Source: an optimization exercise on an open RTL-to-GDS flow (aim: a short achievable clock period and few clock cycles). Production flows keep margins and buffers that such runs may drop.
No activity file was given, so power comes from the tool's default toggle rates.

==> inputs of zinc <==
## cs213_frame_dp
module cs213_frame_dp (
    input              clk,
    input              rst,
    input              start,
    output             start_ready,
    input      [15:0]  cfg_key,
    input              cfg_enc,
    input              cfg_comp,
    input              cfg_cks,
    input      [15:0]  cfg_sum,
    input      [15:0]  cfg_stored,
    input      [19:0]  cfg_orig,
    input      [127:0] cfg_dict,
    input              in_valid,
    input      [7:0]   in_data,
    output             in_ready,
    output             out_valid,
    output     [7:0]   out_data,
    input              out_ready,
    output             done,
    output     [2:0]   err,
    output     [15:0]  checksum,
    output     [19:0]  out_count
);
Settings: LEC_CHECK=0, ABC_CLOCK_PERIOD_IN_PS=2000, CAP_MARGIN=20, CORE_MARGIN=2, CORE_UTILIZATION=60, CTS_CLUSTER_DIAMETER=150, CTS_CLUSTER_SIZE=30, SETUP_SLACK_MARGIN=3.0, SLEW_MARGIN=20; clock period 5.0 ns.
run.sh (not shown) runs the stock make flow with config.mk's settings and CLKGATE_MAP_FILE= SYNTH_SCRIPT=/design/flow/synth_recipe.tcl, a recipe that flattens the netlist after the stock synthesis.
==> inputs of umber, as changes to zinc <==
==> flow/design.v (replaced) <==
module cs213_frame_dp (
    input              clk,
    input              rst,
    input              start,
    output             start_ready,
    input      [15:0]  cfg_key,
    input              cfg_enc,
    input              cfg_comp,
    input              cfg_cks,
    input      [15:0]  cfg_sum,
    input      [15:0]  cfg_stored,
    input      [19:0]  cfg_orig,
    input      [127:0] cfg_dict,
    input              in_valid,
    input      [7:0]   in_data,
    output             in_ready,
    output             out_valid,
    output     [7:0]   out_data,
    input              out_ready,
    output             done,
    output     [2:0]   err,
    output     [15:0]  checksum,
    output     [19:0]  out_count
);
    localparam [2:0] E_OK        = 3'd0,
                     E_INTEGRITY = 3'd2,
                     E_SIZE      = 3'd3,
                     E_TRUNC     = 3'd6;
    localparam [7:0] SENTINEL = 8'h07;
    localparam FAW  = 3;                 
    localparam FD   = 1 << FAW;          
    localparam ROOM = FD - 3;            
    function [15:0] lfsr_step;
        input [15:0] s;
        begin
            lfsr_step = {s[0] ^ s[6] ^ s[9] ^ s[13], s[15:1]};
        end
    endfunction
    integer i;
    reg          start_ready_r;
    reg          a_act;        
    reg [15:0]   a_rem;        
    reg          in_ready_r;
    reg          a_comp, a_cks;
    reg [15:0]   a_sum;
    reg [19:0]   a_orig;
    reg [7:0]    a_dict [0:15];
    reg [15:0]   ks;           
    reg          phase;        
    reg          f0, f1, f2, f3;
    reg          f_sumbad, f_trunc, f_sizebad;
    reg          d_v;
    reg          d_last;
    reg [7:0]    d_db;
    reg          d_is07, d_is00, d_hinz;
    reg [7:0]    d_dict;
    reg          esc;          
    reg [7:0]    cs_lo, cs_hi;
    reg          cs_c;
    reg [7:0]    oc_lo;
    reg [11:0]   oc_hi;
    reg          oc_c;
    reg [11:0]   tf_mem [0:FD-1];
    reg [FAW-1:0] tf_wp, tf_rp;
    reg [FAW:0]  tf_cnt;
    reg          tf_empty;
    reg          tf_full;
    reg          room;               
    reg          r_full;
    reg [2:0]    r_err;
    reg [15:0]   r_csum;
    reg [19:0]   r_cnt;
    wire accept   = start && start_ready_r;
    wire in_fire  = in_valid && in_ready_r;
    wire [15:0] cfg_ks  = cfg_enc ? lfsr_step(cfg_key) : 16'd0;
    wire [15:0] ks_next = lfsr_step(ks);
    wire [7:0] db = in_data ^ (phase ? ks[15:8] : ks[7:0]);
    reg        tok_w;
    reg [7:0]  tok_byte;
    reg [3:0]  tok_cnt;
    reg        esc_next;
    always @(*) begin
        tok_w    = 1'b0;
        tok_byte = d_db;
        tok_cnt  = 4'd1;
        esc_next = 1'b0;
        if (!a_comp) begin
            tok_w = 1'b1;
        end else if (!esc) begin
            if (d_is07)
                esc_next = 1'b1;
            else
                tok_w = 1'b1;
        end else begin
            if (d_is00) begin
                tok_w    = 1'b1;
                tok_byte = SENTINEL;
            end else if (d_hinz) begin
                tok_w    = 1'b1;
                tok_byte = d_dict;
                tok_cnt  = d_db[7:4];
            end
        end
    end
    reg          cur_v;
    reg          cur_eof;
    reg          cur_last;     
    reg [3:0]    cur_cnt;
    reg [7:0]    cur_byte;
    reg          s_v;
    reg          s_eof;
    reg [7:0]    s_d;
    reg          o_v;
    reg          o_done;
    reg [7:0]    o_d;
    wire fin_go    = f3 && !tf_full && (!r_full || o_done);
    wire tf_we     = (d_v && tok_w) || fin_go;
    wire [11:0] tf_wd = fin_go ? 12'd0 : {tok_cnt, tok_byte};
    wire prod_fire = cur_v && !s_v;
    wire cur_free  = !cur_v || (!s_v && cur_last);
    wire tf_re     = cur_free && !tf_empty;
    wire [11:0] tf_head = tf_mem[tf_rp];
    wire o_busy    = o_v && !out_ready;
    wire o_load_s  = !o_busy && s_v;
    wire o_load_c  = !o_busy && !s_v && cur_v;
    always @(posedge clk) begin
        if (rst) begin
            start_ready_r <= 1'b1;
            a_act      <= 1'b0;
            in_ready_r <= 1'b0;
            f0         <= 1'b0;
            f1         <= 1'b0;
            f2         <= 1'b0;
            f3         <= 1'b0;
            d_v        <= 1'b0;
            d_last     <= 1'b0;
            tf_wp      <= 0;
            tf_rp      <= 0;
            tf_cnt     <= 0;
            tf_empty   <= 1'b1;
            tf_full    <= 1'b0;
            room       <= 1'b1;
            r_full     <= 1'b0;
            cur_v      <= 1'b0;
            s_v        <= 1'b0;
            o_v        <= 1'b0;
            o_done     <= 1'b0;
        end else begin
            if (accept) begin
                start_ready_r <= 1'b0;
                a_act         <= 1'b1;
            end else if (fin_go) begin
                start_ready_r <= 1'b1;
                a_act         <= 1'b0;
            end
            d_v    <= in_fire;
            d_last <= in_fire && (a_rem == 16'd1);
            f0 <= accept && (cfg_stored == 16'd0);
            f1 <= (d_v && d_last) || f0;
            f2 <= f1;
            if (f2)
                f3 <= 1'b1;
            else if (fin_go)
                f3 <= 1'b0;
            if (accept)
                in_ready_r <= (cfg_stored != 16'd0) && room;
            else if (in_fire)
                in_ready_r <= (a_rem != 16'd1) && room;
            else
                in_ready_r <= a_act && (a_rem != 16'd0) && room;
            if (tf_we)
                tf_wp <= tf_wp + 1'b1;
            if (tf_re)
                tf_rp <= tf_rp + 1'b1;
            if (tf_we && !tf_re) begin
                tf_cnt   <= tf_cnt + 1'b1;
                tf_empty <= 1'b0;
                tf_full  <= (tf_cnt == FD - 1);
                room     <= (tf_cnt <= ROOM - 1);
            end else if (!tf_we && tf_re) begin
                tf_cnt   <= tf_cnt - 1'b1;
                tf_empty <= (tf_cnt == 1);
                tf_full  <= 1'b0;
                room     <= (tf_cnt <= ROOM + 1);
            end
            if (fin_go)
                r_full <= 1'b1;
            else if (o_done)
                r_full <= 1'b0;
            if (cur_free)
                cur_v <= !tf_empty;
            if (!o_busy)
                s_v <= 1'b0;
            else if (prod_fire)
                s_v <= 1'b1;
            if (!o_busy) begin
                o_v    <= s_v ? !s_eof : (cur_v && !cur_eof);
                o_done <= s_v ? s_eof : (cur_v && cur_eof);
            end else begin
                o_done <= 1'b0;
            end
        end
        if (start_ready_r) begin
            a_rem  <= cfg_stored;
            a_comp <= cfg_comp;
            a_cks  <= cfg_cks;
            a_sum  <= cfg_sum;
            a_orig <= cfg_orig;
            for (i = 0; i < 16; i = i + 1)
                a_dict[i] <= cfg_dict[8*i +: 8];
            ks     <= cfg_ks;
            phase  <= 1'b0;
            esc    <= 1'b0;
            cs_lo  <= 8'd0;
            cs_hi  <= 8'd0;
            cs_c   <= 1'b0;
            oc_lo  <= 8'd0;
            oc_hi  <= 12'd0;
            oc_c   <= 1'b0;
        end else begin
            if (in_fire) begin
                a_rem <= a_rem - 16'd1;
                phase <= !phase;
                if (phase)
                    ks <= ks_next;
                {cs_c, cs_lo} <= {1'b0, cs_lo} + {1'b0, in_data};
            end else begin
                cs_c <= 1'b0;
            end
            cs_hi <= cs_hi + {7'd0, cs_c};
            if (d_v) begin
                esc <= esc_next;
                {oc_c, oc_lo} <= {1'b0, oc_lo} + {4'd0, tok_w ? tok_cnt : 4'd0};
            end else begin
                oc_c <= 1'b0;
            end
            oc_hi <= oc_hi + {11'd0, oc_c};
        end
        d_db   <= db;
        d_is07 <= (db == SENTINEL);
        d_is00 <= (db == 8'h00);
        d_hinz <= (db[7:4] != 4'd0);
        d_dict <= a_dict[db[3:0]];
        f_sumbad  <= a_cks && ({cs_hi, cs_lo} != a_sum);
        f_trunc   <= a_comp && esc;
        f_sizebad <= ({oc_hi, oc_lo} != a_orig);
        if (tf_we)
            tf_mem[tf_wp] <= tf_wd;
        if (cur_free) begin
            {cur_cnt, cur_byte} <= tf_head;
            cur_eof  <= (tf_head[11:8] == 4'd0);
            cur_last <= (tf_head[11:9] == 3'd0);
        end else if (prod_fire) begin
            cur_cnt  <= cur_cnt - 4'd1;
            cur_last <= (cur_cnt == 4'd2);
        end
        if (o_busy && prod_fire) begin
            s_eof <= cur_eof;
            s_d   <= cur_byte;
        end
        if (o_load_s)
            o_d <= s_d;
        else if (o_load_c)
            o_d <= cur_byte;
        if (fin_go) begin
            r_err  <= f_sumbad ? E_INTEGRITY : f_trunc ? E_TRUNC :
                      f_sizebad ? E_SIZE : E_OK;
            r_csum <= {cs_hi, cs_lo};
            r_cnt  <= {oc_hi, oc_lo};
        end
    end
    assign start_ready = start_ready_r;
    assign in_ready    = in_ready_r;
    assign out_valid   = o_v;
    assign out_data    = o_d;
    assign done        = o_done;
    assign err         = r_err;
    assign checksum    = r_csum;
    assign out_count   = r_cnt;
endmodule
- ABC_CLOCK_PERIOD_IN_PS: 2000 -> 1800
- CORE_UTILIZATION: 60 -> 40
- CTS_CLUSTER_DIAMETER: 150 -> 100
- CTS_CLUSTER_SIZE: 30 -> 32
- SETUP_SLACK_MARGIN: 3.0 -> 3.2
==> inputs of raven, as changes to zinc <==
- CORE_UTILIZATION: 60 -> 40
- CTS_CLUSTER_DIAMETER: 150 -> unset
- CTS_CLUSTER_SIZE: 30 -> unset
==> notes <==
The highest routed wire length belongs to raven, the lowest to umber.
Count of clock-buffer cells in the layout, lowest first: umber, zinc, raven.
Against umber, the sequential cell count of zinc is higher by 248.
Critical path depth is the same in zinc and raven.
In umber the sequential power is smaller than in zinc, by about 32%.
Between zinc and raven, the lower via count is in zinc (gap 2.4%, measured against raven).
Non-clock buffer count: zinc < raven < umber.
Final cell count, lowest first: umber, zinc, raven.
In zinc the combinational power is smaller than in umber, by about 10%.
Against raven, the clock power of zinc is lower by 51%.
Of umber and zinc, zinc has the higher first-iteration DRC count (gap about 30%, measured against zinc).
==> figures <==
|  | raven | zinc | umber |
|---|---|---|---|
| Highest Clock Rate | 467 MHz | 462 MHz | 402 MHz |
| Combinational group share of total power | 11.1% | 13.7% | 20.7% |
| Register-to-register setup slack | 2.93 ns | 2.93 ns | 2.51 ns |
| First-pass iteration count of the detailed router | 5 | 5 | 9 |
| Share of synthesized cell area in full adder, half adder and majority cells | 1.60% | 1.60% | 2.05% |
| Clock sink count | 704 | 704 | 456 |
| Placed Area | 0.0304 mm^2 | 0.0300 mm^2 | 0.0221 mm^2 |
| Maximum VDD drop | 254 uV | 313 uV | 216 uV |
| Instance count on the critical path | 1 | 1 | 8 |
| Gr usage total | 18.2% | 24.3% | 19.8% |
| Worst Clk Skew | 0.0234 ns | 0.0239 ns | 0.0205 ns |
| Inserted Diodes | 9 | 0 | 0 |
| P_clk | 0.00548 W | 0.00270 W | 0.00188 W |
| Cts bufs inserted | 75 | 27 | 18 |
| Global-route met1 utilization | 23.0% | 34.7% | 26.9% |
| Proportion of netlist area held by the largest area contributor | 60.4% | 60.4% | 59.3% |
| Synth Area in Compound Gates | 4.99% | 4.99% | 6.25% |
| PD cells | 406 mW/mm^2 | 347 mW/mm^2 | 332 mW/mm^2 |
| Status | no timing/DRC/antenna violations | no timing/DRC/antenna violations | no timing/DRC/antenna violations |
| Average footprint of a synthesized cell | 16.3 um^2 | 16.3 um^2 | 14.5 um^2 |
| Clock buf/inv share | 7.14% | 2.41% | 2.26% |
| GR met3 Demand/Resource | 3.05% | 2.92% | 2.59% |
| Share of the final layout cell area in sequential cells | 57.1% | 61.1% | 51.5% |
Function was not checked in any run of this note: the RTL went through the layout flow alone.

[re-timing with driven ports]
Ports are ideal in the flow. The routed layouts listed here were re-timed in OpenROAD. Step 1, drivers: a clkbuf_16 drives clk and a buf_2 each remaining input, both assumed. Step 2 moves the port delays by t, midway between the first and last clock arrival at a register: inputs arrive t later, outputs are due t later. That takes back most of the time a late clock gives input paths. a / b / c = no drivers / after step 1 / after step 2; a / b = the first two.
run	shift t [ns]	setup slack, ns	clock arrival spread, ns	slew at the worst register clock pin (ns)	pins driven straight from the clock port
zinc	0.649	2.836 / 2.778 / 2.495	0.029 / 0.028	0.12 / 0.12	1
umber	0.596	2.510 / 2.510 / 2.023	0.023 / 0.022	0.12 / 0.12	1
raven	0.661	2.860 / 2.798 / 2.444	0.027 / 0.027	0.06 / 0.06	1
After both steps setup and hold are still met in every run listed. For umber, which loses most, drivers alone change the setup slack by 0.000 ns; drivers and shift together by -0.487 ns.
